Background: an optimization exercise with open tools, aiming at small area, a short achievable clock period and few clock cycles per item. Do not read the settings as production practice.
The RTL of this run was laid out without a check of its function.
Power and IR drop assume default switching activity.

`standard.sh`:
```
#!/bin/bash
# synth_recipe.tcl (not shown) runs the flow's synth.tcl, then flattens the netlist and writes it again
# the make line also repeats each setting of config.mk as NAME=value (left out here)
make -C /OpenROAD-flow-scripts/flow DESIGN_CONFIG=/design/flow/config.mk WORK_HOME=/design/flow/orfs CLKGATE_MAP_FILE= SYNTH_SCRIPT=/design/flow/synth_recipe.tcl "${@:-finish}"
```
`design.v`:
```
module lcsa_encoder (
    input  wire        clk,
    input  wire        rst,           
    input  wire        start,
    input  wire [31:0] len,           
    input  wire [31:0] spb,           
    input  wire [31:0] bits,          
    output wire        busy,
    output wire        s_valid,
    input  wire        s_ready,
    output wire [12:0] s_index,
    output wire [9:0]  s_trits,       
    output wire [63:0] s_time,
    output wire        s_last,
    output wire        done,
    output wire        done_err,
    output wire [2:0]  done_code,
    output wire [3:0]  done_cause,
    output wire [13:0] done_n,
    output wire [7:0]  done_half
);
    reg         busy_r, done_r, sv_r, last_r;
    reg         err_r;
    reg         cap_r;               
    reg         sec_r;               
    reg  [13:0] e_r;                 
    reg         tb_r, tnb_r, tf_r, tfnb_r, tman_r, tami_r;    
    reg         th_r, tm_r;          
    reg  [3:0]  tl_r;                
    reg  [51:0] tfrac_r;
    reg  [8:0]  s_r;                 
    reg         s_one;               
    reg  [31:0] bsh;                 
    reg  [8:0]  j_r;                 
    reg         lj_r;                
    reg  [4:0]  i_r;                 
    reg  [4:0]  lrem;                
    reg         pol_r;               
    reg         f_r;                 
    reg         xf_r;
    reg  [6:0]  w_r;                 
    reg  [7:0]  vn_r;                
    reg  [2:0]  xc_r;                
    reg         run_r;               
    reg         prm_r;               
    reg  [4:0]  dcnt;
    reg  [53:0] aq;
    reg         c_r;
    reg  [7:0]  ar;
    reg  [53:0] dq;
    reg  [7:0]  dr;
    reg  [8:0]  sd_r;                
    reg  [9:0]  s3_r;                
    reg  [4:0]  xa;                  
    wire accept  = start && !busy_r;
    wire len_le0 = len[31] || (len == 32'd0);
    wire spb_le0 = spb[31] || (spb == 32'd0);
    wire len_big = (len[30:6] != 25'd0) || (len[5] && (len[4:0] != 5'd0));
    wire spb_big = (spb[30:9] != 22'd0) || (spb[8] && (spb[7:0] != 8'd0));
    wire chk_err = len_le0 || spb_le0 || len_big || spb_big;
    wire chk_cap = !len_le0 && !spb_le0;
    wire chk_sec = chk_cap ? !len_big : !len_le0;
    wire [8:0] s_div = {s_r[8:2], s_r[1] | s_one, s_r[0] & !s_one};
    wire [8:0] sm1   = s_r - 9'd1;                
    reg [7:0] r_init;                             
    reg [3:0] p_len;                              
    integer k;
    always @(*) begin
        r_init = 8'd1;
        p_len  = 4'd0;
        for (k = 0; k < 8; k = k + 1)
            if (sm1[k]) begin
                r_init = 8'd1 << k;
                p_len  = k[3:0] + 4'd1;
            end
    end
    wire [10:0] t4   = {1'b0, dr, 2'b00};
    wire [10:0] df1  = t4 - {2'b0, sd_r};
    wire [10:0] df2  = t4 - {1'b0, sd_r, 1'b0};
    wire [10:0] df3  = t4 - {1'b0, s3_r};
    wire [1:0]  dqb  = !df3[10] ? 2'd3 : !df2[10] ? 2'd2 : !df1[10] ? 2'd1 : 2'd0;
    wire [7:0]  dr_d = !df3[10] ? df3[7:0] : !df2[10] ? df2[7:0] : !df1[10] ? df1[7:0] : t4[7:0];
    function [54:0] add55;
        input [54:0] a;
        input [54:0] b;
        input        cin;
        reg   [54:0] g, p, gg, pp;
        integer l, i, j;
        begin
            g  = a & b;
            p  = a ^ b;
            gg = g;
            pp = p;
            gg[0] = g[0] | (p[0] & cin);
            for (l = 0; l < 6; l = l + 1)
                for (i = 0; i < 55; i = i + 1)
                    if ((i >> l) & 1) begin
                        j = ((i >> l) << l) - 1;
                        gg[i] = gg[i] | (pp[i] & gg[j]);
                        pp[i] = pp[i] & pp[j];
                    end
            add55 = p ^ {gg[53:0], cin};
        end
    endfunction
    wire [54:0] qs    = add55({1'b0, aq}, {1'b0, dq}, c_r);
    wire        xo    = xf_r;
    wire [9:0]  nsx   = ~{1'b0, s_r};
    wire [9:0]  cs1s  = {2'b0, ar} ^ {2'b0, dr} ^ nsx;
    wire [9:0]  cs1c  = ({2'b0, ar} & {2'b0, dr}) | (({2'b0, ar} | {2'b0, dr}) & nsx);
    wire [9:0]  cs2s  = {2'b0, ar} ^ {2'b0, dr} ^ {1'b0, s_r};
    wire [9:0]  cs2c  = ({2'b0, ar} & {2'b0, dr}) | (({2'b0, ar} | {2'b0, dr}) & {1'b0, s_r});
    wire [8:0]  rn0   = {1'b0, ar} + {1'b0, dr};         
    wire [9:0]  rn1   = cs1s + {cs1c[8:0], 1'b1};        
    wire        rc    = !rn1[9];                         
    wire [9:0]  rn0s  = cs2s + {cs2c[8:0], 1'b0};        
    wire [7:0]  ar_n  = rc ? rn1[7:0] : rn0[7:0];
    wire [7:0]  ar_h  = !qs[0] ? rn0[8:1] : rc ? rn1[8:1] : rn0s[8:1];
    wire [9:0]  dr_h  = dq[0] ? ({1'b0, s_r} + {2'd0, dr}) : {2'd0, dr};
    wire [52:0] mrnd  = aq[53:1] + {52'd0, aq[0] | c_r};
    wire        wrap   = lj_r;
    wire [8:0]  j_inc  = j_r + 9'd1;
    wire [8:0]  j_n    = wrap ? 9'd0 : j_inc;
    wire [4:0]  i_n    = wrap ? i_r + 5'd1 : i_r;
    wire [31:0] bsh_n  = wrap ? {1'b0, bsh[31:1]} : bsh;
    wire [4:0]  lrem_n = wrap ? lrem - 5'd1 : lrem;
    wire        pol_n  = (wrap && bsh[0]) ? !pol_r : pol_r;
    wire        f_n    = wrap ? (s_r[8:1] != 8'd0) : (f_r && (j_inc[7:0] != s_r[8:1]));
    wire        lj_n   = wrap ? s_one : (j_inc == sm1);
    wire        x0s    = xf_r && !wrap && (i_r == 5'd0);
    wire [6:0]  w_n    = x0s ? {w_r[5:0], vn_r[6]} : w_r;
    wire [2:0]  xc_n   = x0s ? xc_r - 3'd1 : xc_r;
    wire        xf_n   = lj_n ? ((i_n & (i_n + 5'd1)) == 5'd0)
                              : ((i_n == 5'd0) && (xc_n != 3'd0) && (j_n == {2'd0, w_n}));
    wire mv    = sv_r && s_ready;
    wire ld    = run_r && !last_r && (!sv_r || s_ready);
    wire acc   = ld || prm_r;                
    always @(posedge clk) begin
        if (rst) begin
            busy_r <= 1'b0;
            sv_r   <= 1'b0;
            done_r <= 1'b0;
        end else if (!busy_r) begin
            done_r <= accept && chk_err;
            busy_r <= accept && !chk_err;
            sv_r   <= accept && !chk_err;
        end else begin
            done_r <= mv && last_r;
            busy_r <= !(mv && last_r);
            if (ld)
                sv_r <= 1'b1;
            else if (mv)
                sv_r <= 1'b0;
        end
    end
    always @(posedge clk) begin
        if (accept) begin
            err_r <= chk_err;
            cap_r <= chk_cap;
            sec_r <= chk_sec;
        end
    end
    always @(posedge clk) begin
        if (!busy_r) begin
            e_r     <= 14'd0;
            tb_r    <= bits[0];
            tnb_r   <= !bits[0];
            tf_r    <= (spb[8:1] != 8'd0);
            tfnb_r  <= (spb[8:1] != 8'd0) && !bits[0];
            tman_r  <= !(bits[0] ^ (spb[8:1] != 8'd0));
            tami_r  <= 1'b0;
            last_r  <= (len[5:0] == 6'd1) && (spb[8:0] == 9'd1);
            th_r    <= 1'b0;
            tm_r    <= 1'b0;
            tl_r    <= 4'd0;
            tfrac_r <= 52'd0;
            s_r     <= spb[8:0];
            s_one   <= (spb[8:0] == 9'd1);
            bsh     <= bits;
            j_r     <= 9'd0;
            lj_r    <= (spb[8:0] == 9'd1);
            i_r     <= 5'd0;
            lrem    <= len[4:0] - 5'd1;
            pol_r   <= 1'b0;
            f_r     <= (spb[8:1] != 8'd0);
            xf_r    <= 1'b0;
        end else begin
            if (mv)
                e_r <= e_r + 14'd1;
            if (ld) begin
                tb_r    <= bsh[0];
                tnb_r   <= !bsh[0];
                tf_r    <= f_r;
                tfnb_r  <= f_r && !bsh[0];
                tman_r  <= !(bsh[0] ^ f_r);
                tami_r  <= bsh[0] && pol_r;
                last_r  <= lj_r && (lrem == 5'd0);
                th_r    <= xa[4];
                tm_r    <= !xa[4];
                tl_r    <= xa[3:0];
                tfrac_r <= mrnd[51:0];
            end
            if (acc) begin
                bsh     <= bsh_n;
                j_r     <= j_n;
                lj_r    <= lj_n;
                i_r     <= i_n;
                lrem    <= lrem_n;
                pol_r   <= pol_n;
                f_r     <= f_n;
                xf_r    <= xf_n;
            end
        end
    end
    always @(posedge clk) begin
        if (!busy_r) begin
            run_r <= 1'b0;
            prm_r <= 1'b0;
            dcnt  <= 5'd28;
            aq    <= 54'd0;
            c_r   <= 1'b0;
            ar    <= 8'd0;
        end else begin
            prm_r <= 1'b0;
            if (!run_r && !prm_r) begin
                dcnt <= dcnt - 5'd1;
                if (dcnt == 5'd28) begin
                    dr   <= r_init;
                    sd_r <= s_div;
                    s3_r <= {1'b0, s_div} + {s_div, 1'b0};
                    xa   <= 5'd15 - {1'b0, p_len};
                    vn_r <= sm1[7:0];
                    w_r  <= 7'd1;
                    xc_r <= (p_len == 4'd0) ? 3'd0 : p_len[2:0] - 3'd1;
                end else begin
                    dq <= {dq[51:0], dqb};
                    dr <= dr_d;
                    if (!vn_r[7])
                        vn_r <= {vn_r[6:0], 1'b0};
                end
                if (dcnt == 5'd1)
                    prm_r <= 1'b1;
            end
            if (prm_r)
                run_r <= 1'b1;
            if (acc) begin
                w_r  <= w_n;
                xc_r <= xc_n;
                if (x0s)
                    vn_r <= {vn_r[7], vn_r[5:0], 1'b0};
                if (xo) begin
                    aq  <= qs[54:1];
                    c_r <= qs[0] && rc;
                    ar  <= ar_h;
                    dq  <= {1'b0, dq[53:1]};
                    dr  <= dr_h[8:1];
                    xa  <= xa + 5'd1;
                end else begin
                    aq  <= qs[53:0];
                    c_r <= rc;
                    ar  <= ar_n;
                end
            end
        end
    end
    assign busy       = busy_r;
    assign s_valid    = sv_r;
    assign s_index    = e_r[12:0];
    assign s_trits    = {tami_r, tb_r, tman_r, 1'b1, tfnb_r, tf_r, tnb_r, 1'b1, 1'b0, tb_r};
    assign s_time     = {1'b0, th_r, {6{tm_r}}, tl_r, tfrac_r};
    assign s_last     = last_r;
    assign done       = done_r;
    assign done_err   = err_r;
    assign done_code  = {cap_r, 1'b0, !cap_r};
    assign done_cause = {1'b0, cap_r, sec_r, !sec_r};
    assign done_n     = e_r;
    assign done_half  = s_r[8:1];
endmodule
```
`constraint.sdc`:
```
create_clock -name core_clock -period 10.0 [get_ports {clk}]
set_input_delay 2.0000 -clock core_clock [delete_from_list [all_inputs] [get_ports {clk}]]
set_output_delay 2.0000 -clock core_clock [all_outputs]
set_load 0.01 [all_outputs]
```
`config.mk`:
```
export PLATFORM = sky130hd
export DESIGN_NAME = lcsa_encoder
export DESIGN_NICKNAME = lcsa_encoder
export VERILOG_FILES = /design/flow/design.v
export SDC_FILE = /design/flow/constraint.sdc
export NUM_CORES = 4
export LEC_CHECK = 0
export ABC_CLOCK_PERIOD_IN_PS = 3000
export CAP_MARGIN = 20
export CORE_MARGIN = 2
export CORE_UTILIZATION = 60
export SLEW_MARGIN = 20
```
`flow/run.sh`:
```
#!/bin/bash
set -o pipefail
export SETUP_SLACK_MARGIN=6
export BUFFER_PORTS_ARGS="-buffer_cell sky130_fd_sc_hd__buf_2"
bash standard.sh > standard.log 2>&1
```
==> run notes <==
cell families (layout without fill, tap and decap cells):
| kind of cell | Yosys count | after routing | synth area share [%] |
|---|---|---|---|
| compound gates | 630 | 630 | 18.5 |
| xor+xnor | 175 | 175 | 7.06 |
| fa+ha+maj | 176 | 176 | 11.1 |
| flops | 323 | 323 | 37.2 |
| other cells | 2 | 6 | 0.0346 |
| mux | 70 | 70 | 3.45 |
| simple gates | 807 | 807 | 16.9 |
| buf+inv | 281 | 441 | 5.63 |
flip-flops by register name, summed over array words and instances (netlist names), 7 cells and up:
register  flops
aq           54
ar            8
bsh          32
dq           54
dr            8
e_r          14
j_r           9
s3_r         10
s_r           9
sd_r          8
tfrac_r      52
vn_r          8
w_r           7
cells in the mapped netlist (all sizes together) (29+ instances only):
master  number
xor2        82
a21oi      156
buf         54
nand2      294
edfxtp     161
dfxtp      162
mux2        35
nand4       31
fa          29
nand3       59
xnor2       93
a211oi      51
nor3        43
o21ai      155
a31oi       67
clkbuf     100
inv        127
nor2       235
ha         147
mux2i       35
timing repair:
| action | in CTS | in global routing |
|---|---|---|
| resized for setup | 10 | 7 |
| pin swaps | 1 | 1 |
| hold buffers | 0 | 0 |
| setup buffers | 4 | 6 |
| setup endpoints to repair | 92 | 16 |
critical path, stage by stage:
cell and delay (ns):
buf_2 0.11, nor2b_1 0.26, nand2b_4 0.35, nand2b_2 0.10
buf_6 0.22, nand2_8 0.28, buf_12 0.28, o221ai_1 0.18
a31oi_1 0.16, a21oi_1 0.07
final cells by class:
class / count / area, um2
Clock buffer: 56 / 1100
Inverter: 127 / 478
Fill cell: 2904 / 11400
Tap cell: 461 / 577
Timing Repair Buffer: 246 / 1340
Multi-Input combinational cell: 1864 / 12500
Sequential cell: 323 / 8080
Clock inverter: 12 / 62.6
how the worst max path moves through the flow:
stage                     startpoint     end  slack, ns  cells past startpoint
after global routing         s_ready    xf_r       6.02                     11
final                        s_ready   dr[0]       6.11                     10
after global placement       s_ready   dr[1]       4.72                     10
after CTS                     s_r[2]   ar[7]       6.02                     11
after detailed placement     s_ready   dr[0]       4.67                     10
after floorplan              s_ready  bsh[0]       6.06                      6
metal layers:
layer,routed length (um),track usage [%],vias up
met3,4420,4.89,120
met1,25500,41.5,8968
met4,1570,9.62,0
li1,-,-,9100
met2,27400,51.0,823
met5,0,0,-
where the power goes:
part	total, mW	internal [mW]	leakage (nW)	switching (mW)
clock	1.33	0.763	0.575	0.563
sequential	1.41	1.40	2.68	0.0116
combinational	0.138	0.0630	6.55	0.0748
through the flow:
step	hold WS [ns]	power [mW]	utilization, %	worst slack [ns]	instance area (um2)
finish	0.453	2.87	67.9	6.11	24200
global route	0.476	2.96	67.9	6.02	24200
CTS	0.457	2.89	67.8	6.02	24100
detailed placement	0.448	1.57	64.3	4.67	22900
global placement	0.447	1.57	64.2	4.72	22900
floorplan	0.432	1.52	-	6.06	21700
==> impl_metrics.ini <==
[outcome]
status = no timing/DRC/antenna violations

[placed_design]
routabilityCongestion = 0.952
portBuffers = 214
dpl.hpwl_um = 41700
dpl.cell_count = 3011

[grt]
antenna_found_initial = 0
grt_pass1_wl_um = 94900
grt_util_all_layers_pct = 30.8
overflow = 0
first_global_vias = 18400
grt_max_degree = 108

[detailed_routing]
first_iter_violations = 1387
drc = 0
dr.pass1.iters = 5
wl_um = 58900
vias_per_cell = 6.15
wl_per_cell_um = 19.1
route.vias.total = 19000
postRouteAntennaNets = 0

[yosys]
synth_warnings = 1
synth_edf_count = 161
ys_types = 76
synth.cell_area_um2 = 21700
synthTopCellsByArea = edfxtp_1 (22%), dfxtp_1 (15%), ha_1 (8.5%)
synth_top_area_cell = edfxtp_1
ys.flop_type = dfxtp_1
ys_async_sr_fraction_pct = 0
synth_cells = 2464
yosys.area.top_type_share_pct = 22.3
yosysSeqAreaShare_pct = 37.2
synth-seq-cells = 323
synth_area_per_cell_um2 = 8.81

[critical_path]
r2r-end = aq[53]
cp_max_fo = 59
crit_path_start_kind = primary input
worstPathRequired_ns = 10.27
arrival_ns = 4.15
r2r_setup_slack_ns = 6.23
worst-setup-path-type = in2reg
reg2reg_from = dq[0]
end_kind = flip-flop
r2r_cells = 12

[floorplan]
die_w_um = 194
rows = 69
die_h_um = 194
pin_count = 221
die-area_um2 = 37700
initial_utilization_pct = 61.1
core_area_um2 = 35600

[clock_network]
cts_made_buffers = 38
cts.path.max_buffers = 3
cts_tree = built
cts.sinks = 323
clock_latency_ns = 0.55
htreeDepth = 2
root_buffer = clkbuf_16
clk_pin_slew_worst_paths_ns = 0.06

[timing]
fmax_mhz = 257
rsz0062_at_grt = no
hold_viol_final = 0
fin_crit_ns = 3.89
finalSetupTns_ns = 0
slew_headroom_pct = 23.1
clock_skew_ns = 0.0147
tightestPinTransition_ns = 1.15
slew_viol_final = 0
setup_viol = 0
layout_worst_path_cycle_share_pct = 38.9

[layout]
final-instance-count-excl-fill = 3089
final_common_cell = nand2_1
n_antenna_cell = 0
area_growth_pct = 11.3
drive_gt1_share_pct = 14.2
fin_nets = 2876
mostFrequentLayoutCells = nand2_1 (292), nor2_1 (230), buf_2 (214), edfxtp_1 (161), dfxtp_1 (160)

[power]
vdd_drop_max_mv = 0.159
power.density_nw_per_um2 = 119
p_leak_nw = 9.81

[job]
drv_cap = 0

[min_path]
worstHoldStart = tl_r[0]
min_path_cells = 2
hold_path.class = reg2reg
holdPathEnd = tl_r[0]

re-timing with driven ports:
The results above use ideal ports. As a check the final layout listed here was re-extracted and re-timed, cells and wires unchanged. Step 1 (the two cells are an assumption about what drives the block):
set clk [get_ports {clk}]
set_driving_cell -lib_cell sky130_fd_sc_hd__clkbuf_16 $clk
set_driving_cell -lib_cell sky130_fd_sc_hd__buf_2 [delete_from_list [all_inputs] $clk]
Step 2 times the ports against the registers' clock, not the clock port: input delays grow and output delays shrink by t, the midpoint of the rising clock arrivals with the driver on. Three values: ideal ports, drivers, drivers and shift; two values: the first two.
t (ns): 0.589
setup slack, ns: 6.113 / 6.138 / 5.548
hold slack, ns: 0.453 / 0.453 / 0.453
worst setup path after step 2: input to register
After both steps setup and hold are still met in this run. For this run, drivers alone change the setup slack by +0.025 ns; drivers and shift together by -0.565 ns.
